This design comes from an exercise in tuning for small area, a short achievable clock period and few clock cycles on the open sky130 flow, not from production work. The RTL was checked by simulation tests, not by an equivalence proof against the original design. Power figures rest on the tool's default switching activity, not on a simulated workload.

### flow/run.sh
#!/bin/bash
# synth_recipe.tcl (not shown) runs the flow's synth.tcl, then flattens the netlist and writes it again
# the make line also repeats each setting of config.mk as NAME=value (left out here)
make -C /OpenROAD-flow-scripts/flow DESIGN_CONFIG=/design/flow/config.mk WORK_HOME=/design/flow/orfs CLKGATE_MAP_FILE= SYNTH_SCRIPT=/design/flow/synth_recipe.tcl finish
### flow/constraint.sdc
create_clock -name core_clock -period 16.0 [get_ports {clk}]
set_input_delay 3.2000 -clock core_clock [delete_from_list [all_inputs] [get_ports {clk}]]
set_output_delay 3.2000 -clock core_clock [all_outputs]
set_load 0.01 [all_outputs]
### flow/design.v
module pxcodec (
    input             clk,
    input             rst,
    input             cmd_valid,
    output            cmd_ready,
    input      [31:0] cmd_word,
    input      [63:0] arg0,
    input      [63:0] arg1,
    input      [63:0] arg2,
    input      [63:0] arg3,
    input      [63:0] arg4,
    input      [63:0] arg5,
    input      [63:0] arg6,
    input      [63:0] arg7,
    output reg        done,
    output      [7:0] status,
    output     [63:0] res0,
    output     [63:0] res1,
    output reg        mem_req,
    output reg        mem_we,
    output reg [21:0] mem_addr,
    output reg [31:0] mem_wdata,
    output reg  [3:0] mem_wstrb,
    input             mem_ready,
    input      [31:0] mem_rdata
);
    function [1:0] m3add;             
        input [1:0] a, b;
        reg   [2:0] s;
        begin
            s = a + b;
            m3add = (s >= 3'd3) ? s - 3'd3 : s[1:0];
        end
    endfunction
    function m3zero;                  
        input [31:0] x;
        reg   [1:0] r [0:15];
        reg   [1:0] t;
        integer i;
        begin
            for (i = 0; i < 16; i = i + 1)
                r[i] = (x[2*i +: 2] == 2'd3) ? 2'd0 : x[2*i +: 2];
            for (i = 0; i < 8; i = i + 1) r[i] = m3add(r[2*i], r[2*i+1]);
            for (i = 0; i < 4; i = i + 1) r[i] = m3add(r[2*i], r[2*i+1]);
            for (i = 0; i < 2; i = i + 1) r[i] = m3add(r[2*i], r[2*i+1]);
            t = m3add(r[0], r[1]);
            m3zero = (t == 2'd0);
        end
    endfunction
    function [4:0] msb24;             
        input [23:0] x;
        integer i;
        begin
            msb24 = 5'd0;
            for (i = 0; i < 24; i = i + 1)
                if (x[i]) msb24 = i[4:0];
        end
    endfunction
    function [9:0] clipv;             
        input [15:0] v;
        input        c;
        begin
            if (!c)                 clipv = v[9:0];
            else if (v < 16'd4)     clipv = 10'd4;
            else if (v > 16'd1019)  clipv = 10'd1019;
            else                    clipv = v[9:0];
        end
    endfunction
    localparam [2:0] S_IDLE = 3'd0, S_CHK = 3'd1, S_CK = 3'd2, S_RUN = 3'd3, S_ROW = 3'd4;
    localparam [2:0] P_MULY = 3'd0, P_CKY = 3'd1, P_MULC = 3'd2, P_CKU = 3'd3,
                     P_CKV = 3'd4, P_MULP = 3'd5, P_CKP = 3'd6;
    reg [2:0]  state;
    reg [2:0]  ph;
    reg        mstart;           
    reg [4:0]  k;
    reg        words, unpack, clip, badop, badpre, basehi, hbig;
    reg [1:0]  code;             
    reg [23:1] ya, ua, va;       
    reg [22:0] pa;               
    reg [21:0] pr;               
    reg [31:1] yp, cp;           
    reg [31:2] sp;               
    reg [31:0] w;                
    reg [23:0] h;                
    reg [22:0] r1;               
    reg [24:0] acc;              
    reg        sat;
    reg [23:0] yrem;             
    reg        first;            
    reg        cact;             
    reg        cfst;             
    reg        ymis, umis, vmis;  
    reg [3:0]  slot;
    reg        rd_v;             
    reg [3:0]  rd_s;
    reg        rd_m;
    reg [9:0]  pu0, pu1, pu2, pv0, pv1, pv2, py0, py1, py2, py3, py4, py5;
    assign cmd_ready = (state == S_IDLE);
    wire op_pp = (cmd_word == 32'h0000_0040);
    wire op_pw = ((cmd_word & 32'hFFFE_FFFF) == 32'h0000_0041);
    wire op_up = (cmd_word == 32'h0000_0042);
    wire op_uw = (cmd_word == 32'h0000_0043);
    wire c_words  = cmd_word[0];
    wire c_unpack = cmd_word[1];
    wire [63:0] in_yb = c_unpack ? (c_words ? arg2 : arg1) : arg0;
    wire [63:0] in_ub = c_unpack ? arg2 : arg1;
    wire [63:0] in_vb = c_unpack ? arg3 : arg2;
    wire [63:0] in_pb = c_unpack ? arg0 : (c_words ? arg2 : arg3);
    wire [63:0] in_yp = c_unpack ? arg5 : arg4;
    wire [63:0] in_cp = c_unpack ? arg6 : arg5;
    wire [63:0] in_sp = c_unpack ? arg4 : arg6;
    wire [31:0] in_w  = c_words ? arg1[31:0] : arg7[31:0];
    wire [31:0] in_h  = arg7[63:32];
    wire in_bad_plane = (in_w[31:1] == 31'd0) | in_w[0] | (in_h == 32'd0) |
                        (|in_yp[63:32]) | (|in_cp[63:32]) | (|in_sp[63:32]) |
                        in_yb[0] | in_ub[0] | in_vb[0] | in_yp[0] | in_cp[0] |
                        (|in_pb[1:0]) | (|in_sp[1:0]);
    wire in_bad_words = (|arg1[63:32]) | arg1[0] | in_yb[0] | (|in_pb[1:0]);
    wire in_basehi    = (|in_yb[63:24]) | (|in_pb[63:24]) |
                        (!c_words & ((|in_ub[63:24]) | (|in_vb[63:24])));
    wire in_hbig      = (|in_h[31:24]) | (in_h[23] & (|in_h[22:0]));
    wire [32:0] dy_full = {2'b0, yp[31:1]} - {1'b0, w};           
    wire [32:0] dc_full = {1'b0, cp[31:1], 1'b0} - {1'b0, w};     
    wire        cp_lt   = dc_full[32];
    wire        yp_lt   = dy_full[32];
    wire [20:0] ck_t;
    wire [20:0] q_room  = 21'h10_0000 - ck_t;
    wire [27:0] q_sel   = (state == S_CHK) ? sp[31:4] : {7'd0, q_room};
    wire [30:0] six_q   = {1'b0, q_sel, 2'b0} + {2'b0, q_sel, 1'b0};
    wire        six_lt  = {1'b0, six_q} < w;                        
    wire        bad_arg = badpre | (words ? !m3zero(w) :
                                   (yp_lt | cp_lt | six_lt));
    wire [31:0] mp = (ph == P_MULY) ? {yp, 1'b0} :
                     (ph == P_MULC) ? {cp, 1'b0} : {sp, 2'b0};
    wire [4:0]  top   = msb24(h);
    wire        mbit  = mstart ? 1'b1 : h[k];
    wire [25:0] m_sum = (mstart ? 26'd0 : {acc, 1'b0}) + (mbit ? {1'b0, mp[24:0]} : 26'd0);
    wire        m_sat = sat | (mbit & (|mp[31:25])) | m_sum[25];
    wire [23:0] ck_base = (ph == P_CKY) ? {ya, 1'b0} :
                          (ph == P_CKU) ? {ua, 1'b0} :
                          (ph == P_CKV) ? {va, 1'b0} : {pa[21:0], 2'b0};
    wire [24:0] ck_span = (ph == P_CKY) ? {w[23:0], 1'b0} :
                          (ph == P_CKP) ? 25'd12 : {1'b0, w[23:0]};
    wire [26:0] ck_sum  = {3'b0, ck_base} + {2'b0, ck_span} + {2'b0, acc};
    assign ck_t = ck_sum[24:4];
    wire        ck_over = ck_sum > 27'h100_0000;
    wire        w_hi    = |w[31:24];
    wire        fault_p = sat | (ck_sum[26:4] > 23'h10_0000) | six_lt;
    wire        fault_s = sat | w_hi | ck_over;
    wire        ck_fault = (ph == P_CKP) ? fault_p : fault_s;
    wire        plane = !words;
    wire        last  = (yrem[23:3] == 21'd0);         
    wire        c2    = !last | yrem[2];               
    wire        c3    = !last | (yrem[2] & yrem[1]);   
    wire        cc2   = words | c2;                    
    wire        cc3   = words | c3;                    
    wire        ycar  = ymis & !first;                 
    wire        ucar  = umis & !cfst;
    wire        vcar  = vmis & !cfst;
    wire        rowend_last = (h == 24'd0);
    reg [13:0] en;
    always @(*) begin
        en = 14'd0;
        if (!unpack) begin
            en[0]  = cact & !ucar;
            en[1]  = plane & !vcar;
            en[2]  = !ycar;
            en[3]  = cact & umis & cc2;
            en[4]  = plane & vmis & c2;
            en[5]  = ymis | c2;
            en[6]  = ymis ? c2 : c3;
            en[7]  = 1'b1;
            en[8]  = cact & !umis & cc3;
            en[9]  = plane & !vmis & c3;
            en[10] = ymis & c3;
            en[11] = 1'b1;
            en[12] = 1'b1;
            en[13] = 1'b1;
        end else begin
            en[0]  = 1'b1;
            en[1]  = 1'b1;
            en[2]  = plane & umis;
            en[3]  = c2;
            en[4]  = ymis;
            en[5]  = cact & vmis;
            en[6]  = c3;
            en[7]  = 1'b1;
            en[8]  = c2;
            en[9]  = c3 & (!ymis | last);
            en[10] = plane & (!umis | c2);
            en[11] = plane & !umis & c3 & last;
            en[12] = cact & (!vmis | cc2);
            en[13] = cact & !vmis & cc3 & last;
        end
    end
    reg [3:0] cur;
    reg       more;              
    integer   si;
    always @(*) begin
        cur = 4'd15;
        for (si = 13; si >= 0; si = si - 1)
            if (en[si] && si[3:0] >= slot) cur = si[3:0];
        more = 1'b0;
        for (si = 0; si < 14; si = si + 1)
            if (en[si] && si[3:0] > cur) more = 1'b1;
    end
    reg        o_wr;             
    reg [1:0]  o_pl;             
    reg        o_two;            
    reg        o_hi;             
    reg [9:0]  o_lo, o_hv;       
    reg [1:0]  o_wk;             
    always @(*) begin
        o_wr = 1'b0; o_pl = 2'd3; o_two = 1'b1; o_hi = 1'b0;
        o_lo = py0; o_hv = py1; o_wk = 2'd0;
        if (!unpack) begin
            case (cur)
            4'd0:  begin o_pl = 2'd1; o_hi = umis; o_two = !umis & cc2; end
            4'd1:  begin o_pl = 2'd2; o_hi = vmis; o_two = !vmis & c2; end
            4'd2:  begin o_pl = 2'd0; o_hi = ymis; o_two = !ymis; end
            4'd3:  begin o_pl = 2'd1; o_two = cc3; end
            4'd4:  begin o_pl = 2'd2; o_two = c3; end
            4'd5:  begin o_pl = 2'd0; o_two = !ymis | c2; end
            4'd6:  begin o_pl = 2'd0; o_two = !ymis | c3; end
            4'd7:  begin o_wr = 1'b1; o_wk = 2'd0; end
            4'd8:  begin o_pl = 2'd1; o_two = !last; end
            4'd9:  begin o_pl = 2'd2; o_two = !last; end
            4'd10: begin o_pl = 2'd0; o_two = !last; end
            4'd11: begin o_wr = 1'b1; o_wk = 2'd1; end
            4'd12: begin o_wr = 1'b1; o_wk = 2'd2; end
            default: begin o_wr = 1'b1; o_wk = 2'd3; end
            endcase
        end else begin
            case (cur)
            4'd0, 4'd1, 4'd3, 4'd6: ;
            4'd2:  begin o_wr = 1'b1; o_pl = 2'd1; o_hi = !ucar; o_two = ucar;
                         o_lo = pu2; o_hv = pu0; end
            4'd4:  begin o_wr = 1'b1; o_pl = 2'd0; o_hi = !ycar; o_two = ycar;
                         o_lo = py5; o_hv = py0; end
            4'd5:  begin o_wr = 1'b1; o_pl = 2'd2; o_hi = !vcar; o_two = vcar;
                         o_lo = pv2; o_hv = pv0; end
            4'd7:  begin o_wr = 1'b1; o_pl = 2'd0; o_two = !ymis | c2;
                         o_lo = ymis ? py1 : py0; o_hv = ymis ? py2 : py1; end
            4'd8:  begin o_wr = 1'b1; o_pl = 2'd0; o_two = !ymis | c3;
                         o_lo = ymis ? py3 : py2; o_hv = ymis ? py4 : py3; end
            4'd9:  begin o_wr = 1'b1; o_pl = 2'd0; o_two = !ymis;
                         o_lo = ymis ? py5 : py4; o_hv = py5; end
            4'd10: begin o_wr = 1'b1; o_pl = 2'd1; o_two = umis ? c3 : c2;
                         o_lo = umis ? pu1 : pu0; o_hv = umis ? pu2 : pu1; end
            4'd11: begin o_wr = 1'b1; o_pl = 2'd1; o_two = 1'b0;
                         o_lo = pu2; o_hv = pu2; end
            4'd12: begin o_wr = 1'b1; o_pl = 2'd2; o_two = vmis ? cc3 : cc2;
                         o_lo = vmis ? pv1 : pv0; o_hv = vmis ? pv2 : pv1; end
            default: begin o_wr = 1'b1; o_pl = 2'd2; o_two = 1'b0;
                         o_lo = pv2; o_hv = pv2; end
            endcase
        end
    end
    wire stall = rd_v & (cur == 4'd7) & (unpack ? (rd_s == 4'd1) : (rd_s <= 4'd2));
    wire        pl_u = cact;
    reg  [29:0] pw;
    always @(*) begin
        case (o_wk)
        2'd0: pw = {pl_u ? pv0 : 10'd0, py0, pl_u ? pu0 : 10'd0};
        2'd1: pw = {c2 ? py2 : 10'd0, (pl_u & c2) ? pu1 : 10'd0, py1};
        2'd2: pw = {(pl_u & c3) ? pu2 : 10'd0, c2 ? py3 : 10'd0, (pl_u & c2) ? pv1 : 10'd0};
        default: pw = {c3 ? py5 : 10'd0, (pl_u & c3) ? pv2 : 10'd0, c3 ? py4 : 10'd0};
        endcase
    end
    wire [23:1] o_ptr = (o_pl == 2'd0) ? ya : (o_pl == 2'd1) ? ua : va;
    wire        run_op = (state == S_RUN) & !stall;
    always @(*) begin
        mem_req   = run_op;
        mem_we    = o_wr;
        mem_addr  = (o_pl == 2'd3) ? pa[21:0] : o_ptr[23:2];
        if (!unpack) begin
            mem_wdata = {2'b00, pw};
            mem_wstrb = 4'b1111;
        end else begin
            mem_wdata = {6'b0, o_hv, 6'b0, o_lo};
            mem_wstrb = o_hi ? 4'b1100 : o_two ? 4'b1111 : 4'b0011;
        end
    end
    wire acc_op = run_op & mem_ready;
    wire [2:0] o_inc = o_two ? 3'd4 : 3'd2;     
    wire [9:0] d_lo = clipv(mem_rdata[15:0], clip);
    wire [9:0] d_hi = clipv(mem_rdata[31:16], clip);
    wire [9:0] d_f1 = mem_rdata[19:10];
    wire [9:0] d_f2 = mem_rdata[29:20];
    always @(posedge clk) begin
        if (rd_v) begin
            if (unpack) begin
                case (rd_s)
                4'd0: begin pu0 <= d_lo; py0 <= d_f1; pv0 <= d_f2; end
                4'd1: begin py1 <= d_lo; pu1 <= d_f1; py2 <= d_f2; end
                4'd3: begin pv1 <= d_lo; py3 <= d_f1; pu2 <= d_f2; end
                default: begin py4 <= d_lo; pv2 <= d_f1; py5 <= d_f2; end
                endcase
            end else begin
                case (rd_s)
                4'd0: if (rd_m) begin pu0 <= d_hi; if (words) pv0 <= d_hi; end
                      else begin pu0 <= d_lo; pu1 <= d_hi; if (words) begin pv0 <= d_lo; pv1 <= d_hi; end end
                4'd1: if (rd_m) pv0 <= d_hi; else begin pv0 <= d_lo; pv1 <= d_hi; end
                4'd2: if (rd_m) py0 <= d_hi; else begin py0 <= d_lo; py1 <= d_hi; end
                4'd3: begin pu1 <= d_lo; pu2 <= d_hi; if (words) begin pv1 <= d_lo; pv2 <= d_hi; end end
                4'd4: begin pv1 <= d_lo; pv2 <= d_hi; end
                4'd5: if (rd_m) begin py1 <= d_lo; py2 <= d_hi; end
                      else begin py2 <= d_lo; py3 <= d_hi; end
                4'd6: if (rd_m) begin py3 <= d_lo; py4 <= d_hi; end
                      else begin py4 <= d_lo; py5 <= d_hi; end
                4'd8: begin pu2 <= d_lo; pu0 <= d_hi; if (words) begin pv2 <= d_lo; pv0 <= d_hi; end end
                4'd9: begin pv2 <= d_lo; pv0 <= d_hi; end
                default: begin py5 <= d_lo; py0 <= d_hi; end
                endcase
            end
        end
    end
    wire [22:0] pdiff = pa - {1'b0, pr};
    assign status = {5'd0, code == 2'd3, code[1], code == 2'd1 || code == 2'd2};
    assign res0 = (code != 2'd0) ? 64'd0 :
                  (words & unpack) ? {32'd0, w} : {39'd0, pdiff, 2'b00};
    assign res1 = (code != 2'd0 || words) ? 64'd0 : {41'd0, r1};
    wire [23:0] h_dec = h - 24'd1;
    always @(posedge clk) begin
        if (rst) begin
            state <= S_IDLE;
            done  <= 1'b0;
            rd_v  <= 1'b0;
        end else begin
            done <= 1'b0;
            rd_v <= acc_op & !o_wr;
            rd_s <= cur;
            rd_m <= (cur == 4'd0) ? umis : (cur == 4'd1) ? vmis : ymis;
            case (state)
            S_IDLE: begin
                if (cmd_valid) begin
                    words  <= c_words;
                    unpack <= c_unpack;
                    clip   <= op_pp | (op_pw & cmd_word[16]);
                    badop  <= !(op_pp | op_pw | op_up | op_uw);
                    badpre <= c_words ? in_bad_words : in_bad_plane;
                    basehi <= in_basehi;
                    hbig   <= !c_words & in_hbig;
                    ya <= in_yb[23:1];
                    ua <= in_ub[23:1];
                    va <= in_vb[23:1];
                    pa <= {1'b0, in_pb[23:2]};
                    pr <= in_pb[23:2];
                    yp <= in_yp[31:1];
                    cp <= in_cp[31:1];
                    sp <= in_sp[31:2];
                    w  <= in_w;
                    h  <= c_words ? 24'd1 : in_h[23:0];
                    r1 <= in_h[22:0];
                    state <= S_CHK;
                end
            end
            S_CHK: begin
                acc <= 25'd0;
                sat <= 1'b0;
                h   <= h_dec;
                mstart <= 1'b1;
                if (badop) begin
                    code <= 2'd1; done <= 1'b1; state <= S_IDLE;
                end else if (bad_arg) begin
                    code <= 2'd2; done <= 1'b1; state <= S_IDLE;
                end else if (words && w == 32'd0) begin
                    code <= 2'd0; done <= 1'b1; state <= S_IDLE;
                end else if (basehi || hbig) begin
                    code <= 2'd3; done <= 1'b1; state <= S_IDLE;
                end else begin
                    code  <= 2'd0;
                    state <= S_CK;
                    ph    <= (h == 24'd1) ? P_CKY : P_MULY;
                end
            end
            S_CK: begin
                if (ph == P_MULY || ph == P_MULC || ph == P_MULP) begin
                    acc <= m_sum[24:0];
                    sat <= m_sat;
                    mstart <= 1'b0;
                    if (mstart) begin
                        k <= top - 5'd1;
                        if (top == 5'd0) ph <= ph + 3'd1;
                    end else begin
                        k <= k - 5'd1;
                        if (k == 5'd0) ph <= ph + 3'd1;
                    end
                end else begin
                    mstart <= 1'b1;
                    if (ck_fault) begin
                        code <= 2'd3; done <= 1'b1; state <= S_IDLE;
                    end else begin
                        case (ph)
                        P_CKY: begin
                            yp[23:1] <= dy_full[22:0];
                            if (words) ph <= P_CKP;
                            else if (h == 24'd0) ph <= P_CKU;
                            else begin ph <= P_MULC; acc <= 25'd0; sat <= 1'b0; end
                        end
                        P_CKU: ph <= P_CKV;
                        P_CKV: begin
                            cp[23:1] <= dc_full[23:1];
                            if (h == 24'd0) ph <= P_CKP;
                            else begin ph <= P_MULP; acc <= 25'd0; sat <= 1'b0; end
                        end
                        default: begin
                            state <= S_RUN;
                            slot  <= 4'd0;
                            first <= 1'b1;
                            cfst  <= 1'b1;
                            cact  <= !words;
                            yrem  <= w[23:0];
                            ymis  <= ya[1];
                            umis  <= words | ua[1];
                            vmis  <= words | va[1];
                            if (words) begin
                                ua <= 23'd3;
                                va <= 23'd3;
                            end
                        end
                        endcase
                    end
                end
            end
            S_RUN: begin
                if (acc_op) begin
                    case (o_pl)
                    2'd0: ya <= ya + {20'd0, o_inc[2:1]};
                    2'd1: ua <= ua + {20'd0, o_inc[2:1]};
                    2'd2: va <= va + {20'd0, o_inc[2:1]};
                    default: pa <= pa + 23'd1;
                    endcase
                    if (more) begin
                        slot <= cur + 4'd1;
                    end else begin
                        slot <= 4'd0;
                        if (unpack && !c3)
                            pa <= pa + (c2 ? 23'd1 : 23'd2);
                        if (!last) begin
                            yrem  <= yrem - 24'd6;
                            first <= 1'b0;
                            cact  <= 1'b1;
                            if (cact) begin
                                cfst <= 1'b0;
                                umis <= !umis;
                                vmis <= !vmis;
                            end
                        end else if (rowend_last) begin
                            done  <= 1'b1;
                            state <= S_IDLE;
                        end else begin
                            state <= S_ROW;
                        end
                    end
                end
            end
            S_ROW: begin
                ya <= ya + yp[23:1];
                ua <= ua + cp[23:1];
                va <= va + cp[23:1];
                pr <= pr + sp[23:2];
                pa <= {1'b0, pr + sp[23:2]};
                h  <= h_dec;
                ymis  <= ya[1] ^ yp[1];
                umis  <= ua[1] ^ cp[1];
                vmis  <= va[1] ^ cp[1];
                first <= 1'b1;
                cfst  <= 1'b1;
                yrem  <= w[23:0];
                slot  <= 4'd0;
                state <= S_RUN;
            end
            default: state <= S_IDLE;
            endcase
        end
    end
endmodule
### flow/config.mk
export PLATFORM = sky130hd
export DESIGN_NAME = pxcodec
export DESIGN_NICKNAME = pxcodec
export VERILOG_FILES = /design/flow/design.v
export SDC_FILE = /design/flow/constraint.sdc
export NUM_CORES = 4
export LEC_CHECK = 0
export CAP_MARGIN = 20
export CORE_MARGIN = 2
export CORE_UTILIZATION = 30
export SLEW_MARGIN = 20
==> run summary <==
through the flow:
step | power, W | area (um^2) | cells | util [%] | hold WS, ns
final | 0.00604 | 59800 | 8535 | 37.1 | 0.562
after global routing | 0.00641 | 59800 | 8531 | 37.1 | 0.581
after CTS | 0.00601 | 59700 | 8523 | 37.1 | 0.561
after detailed placement | 0.00454 | 57700 | 8411 | 35.9 | 0.546
after global placement | 0.00449 | 57700 | 8411 | 35.9 | 0.539
after floorplan | 0.00357 | 49100 | 5861 | - | 0.521
final timing paths:
| kind | start | end | slack (ns) | depth (start not counted) |
|---|---|---|---|---|
| setup reg to reg | ph[0]$_DFFE_PP_ | yrem[10]$_DFFE_PP_ | 3.69 | 46 |
| hold reg to reg | acc[20]$_SDFFCE_PN0P_ | acc[20]$_SDFFCE_PN0P_ | 0.56 | 2 |
| hold / removal | acc[20]$_SDFFCE_PN0P_ | acc[20]$_SDFFCE_PN0P_ | 0.56 | 2 |
| setup / recovery | ph[0]$_DFFE_PP_ | yrem[10]$_DFFE_PP_ | 3.69 | 46 |
final cells by class:
cell class	instances	area [um^2]	area share, %
Antenna cell	11	27.5	0.0460
Clock inverter	39	487	0.814
Sequential cell	492	14700	24.6
Multi-Input combinational cell	4645	31300	52.4
Clock buffer	73	1550	2.59
Timing Repair Buffer	799	7750	13.0
Inverter	316	1190	2.00
Tap cell	2160	2700	4.52
cell families (layout without fill, tap and decap cells):
logic type      after synthesis  after routing
simple gates               1931           1931
compound gates             1701           1701
buf+inv                     724           1227
flops                       492            492
fa+ha+maj                   377            377
mux                         323            323
xor+xnor                    233            233
other cells                   1             91
cells in the mapped netlist, types with 50 or more instances:
cell type and count:
buf_4 87, nor3_1 127, edfxtp_1 487, and2_1 101
o31ai_1 55, nand2_1 546, nor2b_1 76, xnor2_1 149
ha_1 328, nand4_1 51, mux2i_1 221, xor2_1 84
a21oi_1 464, a21o_1 55, a211oi_1 85, nor4_1 131
nand3_1 133, mux2_2 95, inv_1 313, a22oi_1 50
nor2_1 475, o21ai_0 478, clkbuf_1 249, o22ai_1 61
and3_1 78
worst min-delay path, cell delays in order (launching register included):
cell	delay (ns)
edfxtp_1	0.34
nand2_1	0.06
o31ai_1	0.06
layer usage:
layer / vias up / global-route usage (%)
met2: 2840 / 44.3
met1: 23603 / 32.9
met3: 525 / 4.33
li1: 22376 / -
met4: 4 / 15.9
met5: - / 0
sequential cells by signal (all words and copies together) (netlist names), 22 cells and up:
signal	cells
va	23
acc	25
ua	23
pa	23
yp	31
h	24
pr	22
ya	23
r1	23
cp	31
w	32
yrem	23
sp	30
where the power goes:
group          internal [W]  switching, W  total [W]
sequential          0.00151      0.000106    0.00162
clock              0.000825      0.000638    0.00146
combinational       0.00125       0.00171    0.00296
total               0.00358       0.00246    0.00604
==> load_flow_metrics.sql <==
INSERT INTO impl_metrics (metric_group, metric, value, unit) VALUES
('timing', 'setup_total_negative_slack', '0', 'ns'),
('clock_network', 'cts.path.max_buffers', '3', ''),
('timing', 'final_period_minus_worst_setup_slack', '12.31', 'ns'),
('drt', 'num_vias', '49348', ''),
('global_routing', 'grt-ovfl-total', '0', ''),
('drt', 'detailroute.wirelength.met3', '20.8', 'mm'),
('placement', 'pre_cts_worst_setup_slack', '3.94', 'ns'),
('logic_synthesis', 'yosys.area.top_type_share', '30.0', '%'),
('flow_run', 'cap_violations', '0', ''),
('logic_synthesis', 'netlist_area', '48800', 'um^2'),
('logic_synthesis', 'synth_warnings', '2', ''),
('pwr', 'leakagePower', '22.9', 'nW'),
('clock_network', 'cts-htree-levels', '2', ''),
('run_status', 'result_of_the_run', 'finished clean', ''),
('placement', 'gp_congestion', '1.00', ''),
('clock_network', 'post_cts_resize_count', '0', ''),
('drt', 'detail_route_met2_wl', '108', 'mm'),
('timing', 'setup_viol_count_final', '0', ''),
('worst_setup_path', 'cp_data_required_time', '16.37', 'ns'),
('clock_network', 'tritoncts_num_sinks', '492', ''),
('timing', 'max_freq', '81.2', 'MHz'),
('worst_setup_path', 'critPathTopFamily', 'compound AO/OA/AOI/OAI gates', ''),
('logic_synthesis', 'yosys_register_bits', '492', ''),
('drt', 'wire_length_per_cell', '27.4', 'um'),
('clock_network', 'postCtsSetupBuffers', '0', ''),
('logic_synthesis', 'yosys.area_share.simple', '19.4', '%'),
('floorplanning', 'floorplan.initialDensity', '30.3', '%'),
('worst_setup_path', 'path_buf_inv', '4', ''),
('logic_synthesis', 'synth_sequential_area_ratio', '30.2', '%'),
('global_routing', 'first_global_vias', '46769', ''),
('floorplanning', 'design.core.area', '161000', 'um^2'),
('global_routing', 'wire_length_of_the_first_global_routing_pass', '328', 'mm'),
('timing', 'number_of_pins_exceeding_their_max_slew_limit_in_the_final_report', '0', ''),
('clock_network', 'cts_hold_buf', '0', ''),
('drt', 'drc', '0', ''),
('floorplanning', 'io_pins', '778', ''),
('floorplanning', 'area_of_the_die', '166000', 'um^2'),
('worst_setup_path', 'timing.critical_path.slowest_cell_delay', '0.88', 'ns'),
('logic_synthesis', 'synth_compound_gate_area_share', '22.2', '%'),
('final_layout', 'mostFrequentLayoutCells', 'clkdlybuf4s50_1, nand2_1, edfxtp_1, o21ai_0, nor2_1', ''),
('final_layout', 'layout-area-overhead-vs-synth', '22.6', '%'),
('timing', 'slew_headroom', '8.80', '%'),
('drt', 'route.top_layer_used', 'met5', ''),
('global_routing', 'largest_net_degree_at_the_start_of_global_routing', '109', ''),
('logic_synthesis', 'synthDistinctLibCells', '120', ''),
('clock_network', 'clock_pin_slew_on_the_worst_setup_and_hold_paths', '0.06', 'ns'),
('drt', 'initial_drt_pass_iterations', '9', ''),
('drt', 'ant_nets', '0', ''),
('drt', 'drtIter0Drc', '6367', ''),
('logic_synthesis', 'postSynth.asyncResetShare', '0', '%'),
('timing', 'hold_violations', '0', ''),
('global_routing', 'gr-usage-all-layers', '26.8', '%'),
('timing', 'final_min_period_over_clock_period', '76.9', '%'),
('timing', 'largest_clock_skew_in_the_final_design', '0.102', 'ns'),
('logic_synthesis', 'synthFlopType', 'edfxtp_1', ''),
('final_layout', 'mostFrequentLayoutCell', 'clkdlybuf4s50_1', ''),
('timing', 'grt_setup_unrepaired', 'false', ''),
('placement', 'dp_hpwl', '186', 'mm'),
('global_routing', 'grt_antenna_before_repair', '21', ''),
('logic_synthesis', 'yosysTopAreaCell', 'edfxtp_1', ''),
('worst_setup_path', 'critPathArrivalTime', '12.68', 'ns'),
('timing', 'timing.final.ws_setup', '3.69', 'ns'),
('hold_path', 'kind_of_path_behind_the_tightest_hold_check', 'reg -> reg', ''),
('clock_network', 'cts_tree', 'built', ''),
('clock_network', 'cts_buffers', '60', ''),
('floorplanning', 'die_height', '407', 'um'),
('logic_synthesis', 'synth-edff-count', '487', ''),
('drt', 'met1_length', '88.8', 'mm'),
('floorplanning', 'die_w', '407', 'um'),
('pwr', 'power_density', '101', 'nW/um^2'),
('logic_synthesis', 'synth_top_family_by_area', 'compound AO/OA/AOI/OAI gates', '');
Testbench counts, summed over its fixed seeds: cycles 19,311.

static timing again, ports no longer ideal:
How much do the figures lean on ideal ports? The routed layout below was timed once more, with nothing changed but the port constraints. Step 1 sets driving cells, clkbuf_16 on the clock port and buf_2 on the other inputs (assumed; they add their load-dependent delay and slew). Step 2 also shifts input and output timing later by t, the mid clock arrival at the registers, as if the neighbouring blocks saw the same clock. a / b / c = no drivers / after step 1 / after step 2; a / b = the first two.
t (ns): 0.774
setup slack, ns: 3.690 / 3.690 / 3.690
worst register clock-pin slew, ns: 0.07 / 0.07
After both steps this run still meets setup and hold. For this run, drivers alone change the setup slack by 0.000 ns; drivers and shift together by 0.000 ns.
